Source: an optimization exercise on an open RTL-to-GDS flow (aim: small area, a short achievable clock period and few clock cycles per item). Production flows keep margins and buffers that such runs may drop.
Only simulation tests tie the RTL to the original design; equivalence was not proved.

==> flow/design.v <==
module twn_round_f #(
    parameter [23:0] KEY = 24'h9E3779
) (
    input  wire [23:0] x,
    output wire [23:0] f
);
    wire [23:0] rot1 = {x[22:0], x[23]};
    wire [23:0] rot2 = {x[21:0], x[23:22]};
    wire [23:0] rot8 = {x[15:0], x[23:16]};
    assign f = (rot1 & rot8) ^ rot2 ^ KEY;
endmodule
module twn_diffuser (
    input  wire [47:0] x,
    output wire [47:0] fwd,
    output wire [47:0] inv
);
    wire [23:0] fl [0:8];
    wire [23:0] fr [0:8];
    wire [23:0] il [0:8];
    wire [23:0] ir [0:8];
    assign fl[0] = x[47:24];
    assign fr[0] = x[23:0];
    assign il[0] = x[47:24];
    assign ir[0] = x[23:0];
    genvar r;
    generate
        for (r = 0; r < 8; r = r + 1) begin : g_round
            localparam [23:0] KEY_FWD = 24'h9E3779 * (r + 1);
            localparam [23:0] KEY_INV = 24'h9E3779 * (8 - r);
            wire [23:0] f_fwd;
            wire [23:0] f_inv;
            twn_round_f #(.KEY(KEY_FWD)) u_f_fwd (.x(fr[r]), .f(f_fwd));
            assign fl[r+1] = fr[r];
            assign fr[r+1] = fl[r] ^ f_fwd;
            twn_round_f #(.KEY(KEY_INV)) u_f_inv (.x(il[r]), .f(f_inv));
            assign il[r+1] = ir[r] ^ f_inv;
            assign ir[r+1] = il[r];
        end
    endgenerate
    assign fwd = {fl[8], fr[8]};
    assign inv = {il[8], ir[8]};
endmodule
module twn_bitpacker (
    input  wire        clk,
    input  wire        rst,
    input  wire        en,         
    input  wire [1:0]  op,         
    input  wire [7:0]  imm,
    input  wire [63:0] a,
    output reg  [3:0]  status,
    output reg  [63:0] result
);
    localparam [3:0] ST_OK        = 4'd0;
    localparam [3:0] ST_OVERFLOW  = 4'd1;
    localparam [3:0] ST_UNDERFLOW = 4'd2;
    localparam [3:0] ST_TOO_WIDE  = 4'd3;
    localparam [3:0] ST_RANGE     = 4'd4;
    localparam [1:0] OP_INIT   = 2'd0;
    localparam [1:0] OP_APPEND = 2'd1;
    localparam [1:0] OP_READ   = 2'd2;
    localparam [1:0] OP_STAT   = 2'd3;
    reg [143:0] buf_q;
    reg [7:0]   cap_q;
    reg [7:0]   wp_q;
    reg [7:0]   rp_q;
    wire        width_bad = (imm == 8'd0) || (imm > 8'd64);
    wire [6:0]  w         = imm[6:0];                   
    wire [8:0]  wp_end    = {1'b0, wp_q} + {1'b0, imm};
    wire [8:0]  rp_end    = {1'b0, rp_q} + {1'b0, imm};
    wire [63:0] high_mask = ~64'd0 << w;                
    wire        too_wide  = (w != 7'd64) && ((a & high_mask) != 64'd0);
    wire        overflow  = wp_end > {1'b0, cap_q};
    wire [6:0]  lshift    = 7'd64 - w;
    wire [63:0] val_left  = a << lshift;                
    wire [63:0] mask_left = ~(~64'd0 >> w);             
    wire [143:0] wr_data  = {val_left, 80'd0} >> wp_q;
    wire [143:0] wr_mask  = {mask_left, 80'd0} >> wp_q;
    wire         underflow = rp_end > {1'b0, wp_q};
    wire [143:0] rd_left   = buf_q << rp_q;
    wire [63:0]  rd_value  = rd_left[143:80] >> lshift;
    wire [7:0]   avail     = wp_q - rp_q;
    always @(*) begin
        status = ST_OK;
        result = 64'd0;
        case (op)
            OP_INIT: begin
                if (imm > 8'd144) status = ST_RANGE;
            end
            OP_APPEND: begin
                if (width_bad)     status = ST_RANGE;
                else if (too_wide) status = ST_TOO_WIDE;
                else if (overflow) status = ST_OVERFLOW;
            end
            OP_READ: begin
                if (width_bad)      status = ST_RANGE;
                else if (underflow) status = ST_UNDERFLOW;
                else                result = rd_value;
            end
            default: begin
                result = {32'd0, avail, cap_q, rp_q, wp_q};
            end
        endcase
    end
    wire ok = en && (status == ST_OK);
    always @(posedge clk) begin
        if (rst) begin
            cap_q <= 8'd0;
            wp_q  <= 8'd0;
            rp_q  <= 8'd0;
        end else if (ok) begin
            case (op)
                OP_INIT: begin
                    cap_q <= imm;
                    wp_q  <= 8'd0;
                    rp_q  <= 8'd0;
                end
                OP_APPEND: wp_q <= wp_end[7:0];
                OP_READ:   rp_q <= rp_end[7:0];
                default: ;
            endcase
        end
    end
    always @(posedge clk) begin
        if (!rst && ok && op == OP_APPEND)
            buf_q <= (buf_q & ~wr_mask) | wr_data;
    end
endmodule
module twn_core (
    input  wire        clk,
    input  wire        rst,           
    input  wire        cmd_valid,
    output wire        cmd_ready,
    input  wire [15:0] cmd_cw,
    input  wire [63:0] cmd_a,
    output reg         rsp_valid,
    output reg  [3:0]  rsp_status,
    output reg  [63:0] rsp_result
);
    localparam [3:0] ST_OK      = 4'd0;
    localparam [3:0] ST_RANGE   = 4'd4;
    localparam [3:0] ST_ILLEGAL = 4'd8;
    wire [3:0] opc  = cmd_cw[15:12];
    wire [3:0] len  = cmd_cw[11:8];
    wire [7:0] imm  = cmd_cw[7:0];
    wire fmt_z_ok = (len == 4'd0) && (imm == 8'd0);
    wire fmt_i_ok = (len == 4'd0);
    wire is_nop  = (opc == 4'h0) && fmt_z_ok;
    wire is_init = (opc == 4'h6) && fmt_i_ok;
    wire is_app  = (opc == 4'h7) && fmt_i_ok;
    wire is_read = (opc == 4'h8) && fmt_i_ok;
    wire is_stat = (opc == 4'h9) && fmt_z_ok;
    wire is_fwd  = (opc == 4'hA) && fmt_z_ok;
    wire is_inv  = (opc == 4'hB) && fmt_z_ok;
    wire is_bp   = is_init || is_app || is_read || is_stat;
    wire accept = cmd_valid && cmd_ready;
    assign cmd_ready = 1'b1;
    wire [1:0]  bp_op = is_init ? 2'd0 : is_app ? 2'd1 : is_read ? 2'd2 : 2'd3;
    wire [3:0]  bp_status;
    wire [63:0] bp_result;
    twn_bitpacker u_bp (
        .clk    (clk),
        .rst    (rst),
        .en     (accept && is_bp),
        .op     (bp_op),
        .imm    (imm),
        .a      (cmd_a),
        .status (bp_status),
        .result (bp_result)
    );
    wire [47:0] diff_fwd;
    wire [47:0] diff_inv;
    wire        diff_range = (cmd_a[63:48] != 16'd0);
    twn_diffuser u_diff (
        .x   (cmd_a[47:0]),
        .fwd (diff_fwd),
        .inv (diff_inv)
    );
    reg [3:0]  status;
    reg [63:0] result;
    always @(*) begin
        status = ST_OK;
        result = 64'd0;
        if (is_bp) begin
            status = bp_status;
            result = bp_result;
        end else if (is_fwd || is_inv) begin
            if (diff_range)
                status = ST_RANGE;
            else
                result = {16'd0, is_fwd ? diff_fwd : diff_inv};
        end else if (!is_nop) begin
            status = ST_ILLEGAL;
        end
    end
    always @(posedge clk) begin
        if (rst) begin
            rsp_valid <= 1'b0;
        end else begin
            rsp_valid <= accept;
        end
        if (accept) begin
            rsp_status <= status;
            rsp_result <= result;
        end
    end
endmodule
==> flow/run.sh <==
#!/bin/bash
# synth_recipe.tcl (not shown) runs the flow's synth.tcl, then flattens the netlist and writes it again
# the make line also repeats each setting of config.mk as NAME=value (left out here)
make -C /OpenROAD-flow-scripts/flow DESIGN_CONFIG=/design/flow/config.mk WORK_HOME=/design/flow/orfs CLKGATE_MAP_FILE= SYNTH_SCRIPT=/design/flow/synth_recipe.tcl finish
==> flow/config.mk <==
export PLATFORM = sky130hd
export DESIGN_NAME = twn_core
export DESIGN_NICKNAME = twn_core
export VERILOG_FILES = /design/flow/design.v
export SDC_FILE = /design/flow/constraint.sdc
export NUM_CORES = 4
export LEC_CHECK = 0
export CAP_MARGIN = 20
export CORE_MARGIN = 2
export CORE_UTILIZATION = 40
export SLEW_MARGIN = 20
==> flow/constraint.sdc <==
create_clock -name core_clock -period 8.0 [get_ports {clk}]
set_input_delay 1.6000 -clock core_clock [delete_from_list [all_inputs] [get_ports {clk}]]
set_output_delay 1.6000 -clock core_clock [all_outputs]
set_load 0.01 [all_outputs]
==> out/results.ini <==
[outcome]
outcome=finished clean

[hold_path]
hp-class=reg2reg

[critical_path]
required_ns=8.26
path_buf_inv=4
cp_top_family=XOR/XNOR gates
cp_cell_sequence=clkdlybuf4s50_1 > xnor2_2 > xnor3_1 > buf_4 > or2_1 > o32ai_2 > a2bb2oi_1 > a2bb2oi_1 > xnor3_1 > nand2_1 > xor2_1 > a21oi_1 > xnor2_1 > buf_4 > xor2_1 > xor2_2 > buf_4 > nor2_1 > xnor2_1 > a21oi_1 > o221ai_1
endpoint_kind=register
crit_top_cell=buf_4
crit_path_max_incr_delay_ns=0.73
startpoint_type=input pin
crit_type=in2reg
path_max_fanout=7
slowest_stage=clkdlybuf4s50_1
arrival_ns=7.68

[grt]
grt_pass1_vias=58900
grt_antenna_before_repair=9
use_met2_pct=66.6
grt_usage_pct=43.0
overflow=0
grt_max_degree=117
grt_pass1_wl_um=457000
grt.busiest_layer=met2
grtUsageMet1_pct=56.1
use_met3_pct=8.16

[clocking]
cts_setup_buffers=0
clkSlewWorstSetupHoldPaths_ns=0.06
clock_sinks=237
cts_tree=yes
numCtsBuffers=34
root_buffer=clkbuf_16
hold_buffers=0
postCtsResizedCells=0
clk_latency_ns=0.61
htreeDepth=2
cts.path.max_buffers=3

[synth]
syn_avg_cell_area_um2=7.91
ys.warnings.count=3
yosys_most_used_dff=edfxtp_1
synth_fa_ha_area_share_pct=1.06
synth_compound_area_share_pct=24.4
yosys.area_share.simple_pct=18.3
postSynthCellCount=7259
synth_top_family_by_area=compound AO/OA/AOI/OAI gates
yosysSeqAreaShare_pct=12.0
synthesis.nets=7388
yosys-top-cells-area=edfxtp_1 11%, mux4_2 8.8%, mux2i_1 8.1%
synth_top_area_share_pct=11.1
syn_area_um2=57500
ys_types=116
synth_mux_area_share_pct=21.4
ys_ff_latch=237
async_reset_ff_share_pct=0
synth-xor-area-share_pct=18.0
yosysTopAreaCell=edfxtp_1
synth_enable_flop_cells=212

[final_layout]
fin_nets=7576
fill_cells=14400
drive_gt1_share_pct=18.2
final_area_um2=64900
syn_to_final_growth_pct=13.0

[sta]
fmax_ghz=0.135
fin_crit_sh_pct=92.8
maxSlewViolCount=0
slew_headroom_pct=16.1
hold_viol=0
fin_setup_tns_ns=0
clock_skew_ns=0.0412
rsz0062_at_grt=no
min_period_ns=7.43
setup_viol=0
tightest_slew_ns=1.24
whs_ns=0.497

[placement]
portBuffers=151
dpl_cell_area_um2=63800
hpwl_um=262000
globalplace.congestion=1.04

[route]
wire_per_inst_um=34.9
antenna_left=0
vias=64200
drt_first_pass_iters=7
drt_wl_total_um=327000
via_per_inst=6.84
drtIter0Drc=9852
drc_errors=0

[floorplanning]
io_pins=153
start_util_pct=40.1
core_area_um2=143000
die_x_um=383
rows=139
dieArea_um2=147000
fp.dieH_um=383

[flow_run]
cap_violations=0

## worst register-to-register path, stage by stage, from the launching register on
cell	delay, ns
dfxtp_4	0.84
buf_4	0.49
mux4_2	0.71
a22o_1	0.29
a221oi_1	0.74
o22ai_1	0.22
a211oi_1	0.54
nor2_1	0.10
a211oi_1	0.44
nor2_1	0.07
a21oi_1	0.24
mux2_2	0.24
nor2_1	0.06
nor3_1	0.32
a211oi_1	0.07
a2111oi_0	0.76
o221ai_1	0.22
buf_4	0.22
## flip-flops by register name, indices dropped and copies added (netlist names)
| signal | count |
|---|---|
| u_bp.cap_q | 8 |
| u_bp.wp_q | 8 |
| u_bp.buf_q | 144 |
| u_bp.rp_q | 8 |
| rsp_result | 64 |
| rsp_status | 4 |
| rsp_valid | 1 |
## final timing paths
check,startpoint,to,slack [ns],cells after the start
setup / recovery,cmd_a[36],rsp_result[4]$_DFFE_PP_,0.57,21
hold / removal,u_bp.rp_q[7]$_SDFFE_PP0P_,u_bp.rp_q[7]$_SDFFE_PP0P_,0.50,2
setup reg to reg,u_bp.rp_q[1]$_SDFFE_PP0P_,rsp_result[3]$_DFFE_PP_,1.15,17
hold reg to reg,u_bp.rp_q[7]$_SDFFE_PP0P_,u_bp.rp_q[7]$_SDFFE_PP0P_,0.50,2
## metal layers
metal	vias up	routed length [um]
met4	10	22700
met1	31300	128000
met2	4530	143000
met3	860	33500
li1	27500	-
met5	-	61
## cells in the final DEF, fill, tap and decap left out, types with 169 or more instances in the layout
cell / synthesis / layout
buf_4: 31 / 573
nor2_1: 875 / 870
edfxtp_1: 212 / 212
xnor2_1: 390 / 386
o21ai_0: 596 / 595
mux2_2: 228 / 228
o22ai_1: 169 / 169
mux4_2: 225 / 225
nand2_1: 883 / 882
a21oi_1: 491 / 491
mux2i_1: 467 / 466
## stage by stage
stage | util [%] | cells | worst slack, ns
after floorplan | - | 7259 | -0.537
after global placement | 44.5 | 9312 | 0.0778
after detailed placement | 44.5 | 9312 | 0.0888
after CTS | 45.3 | 9372 | 0.684
after global routing | 45.4 | 9375 | 0.418
final | 45.4 | 9378 | 0.572
## cell type report
| class | instances | area [um^2] | share of cell area, % |
|---|---|---|---|
| clock inverter | 21 | 264 | 0.407 |
| sequential | 237 | 6910 | 10.6 |
| clock buffer | 39 | 880 | 1.35 |
| multi-input combinational | 6348 | 48000 | 73.9 |
| timing repair buffer | 745 | 6200 | 9.55 |
| antenna | 4 | 10.0 | 0.0154 |
| tap | 1903 | 2380 | 3.67 |
| inverter | 81 | 330 | 0.509 |
## synth_stat cells (all sizes together) (72+ instances only)
cell    count
xnor2     479
a22o       72
nor3      137
nand2     887
buf       203
o221ai    108
edfxtp    212
a211oi     75
nand3     148
a21oi     491
a22oi      73
xnor3     148
mux2i     467
o22ai     169
mux4      225
mux2      228
nor2      882
inv        76
clkbuf    390
o21ai     613
xor2      153
## logic make-up (layout without fill, tap and decap cells)
kind of cell | after synthesis | in the layout
compound gates | 2161 | 2161
buf+inv | 674 | 886
fa+ha+maj | 47 | 47
simple gates | 2417 | 2417
mux | 920 | 920
flops | 237 | 237
other cells | 1 | 5
xor+xnor | 802 | 802
Testbench counts, summed over its fixed seeds: cycles 43,275, commands 43,267.

separate check: timing with driven ports:
No port has a modelled driver above. Below, the same layout with a new extraction and two added sets of constraints.
Step 1, drivers: a clkbuf_16 drives clk and a buf_2 each remaining input, both assumed.
Step 2 moves the port delays by t, midway between the first and last clock arrival at a register: inputs arrive t later, outputs are due t later. That takes back most of the time a late clock gives input paths.
Slacks: ideal ports / drivers / drivers and shift; pairs: ideal ports / drivers.
shift t [ns]: 0.682
slack for setup (ns): 0.572 / 0.621 / -0.061
worst hold slack (ns): 0.497 / 0.497 / 0.497
worst register clock-pin slew, ns: 0.07 / 0.07
Met with ideal ports but missed after step 2: setup timing in this run. For this run, drivers alone change the setup slack by +0.049 ns; drivers and shift together by -0.633 ns.
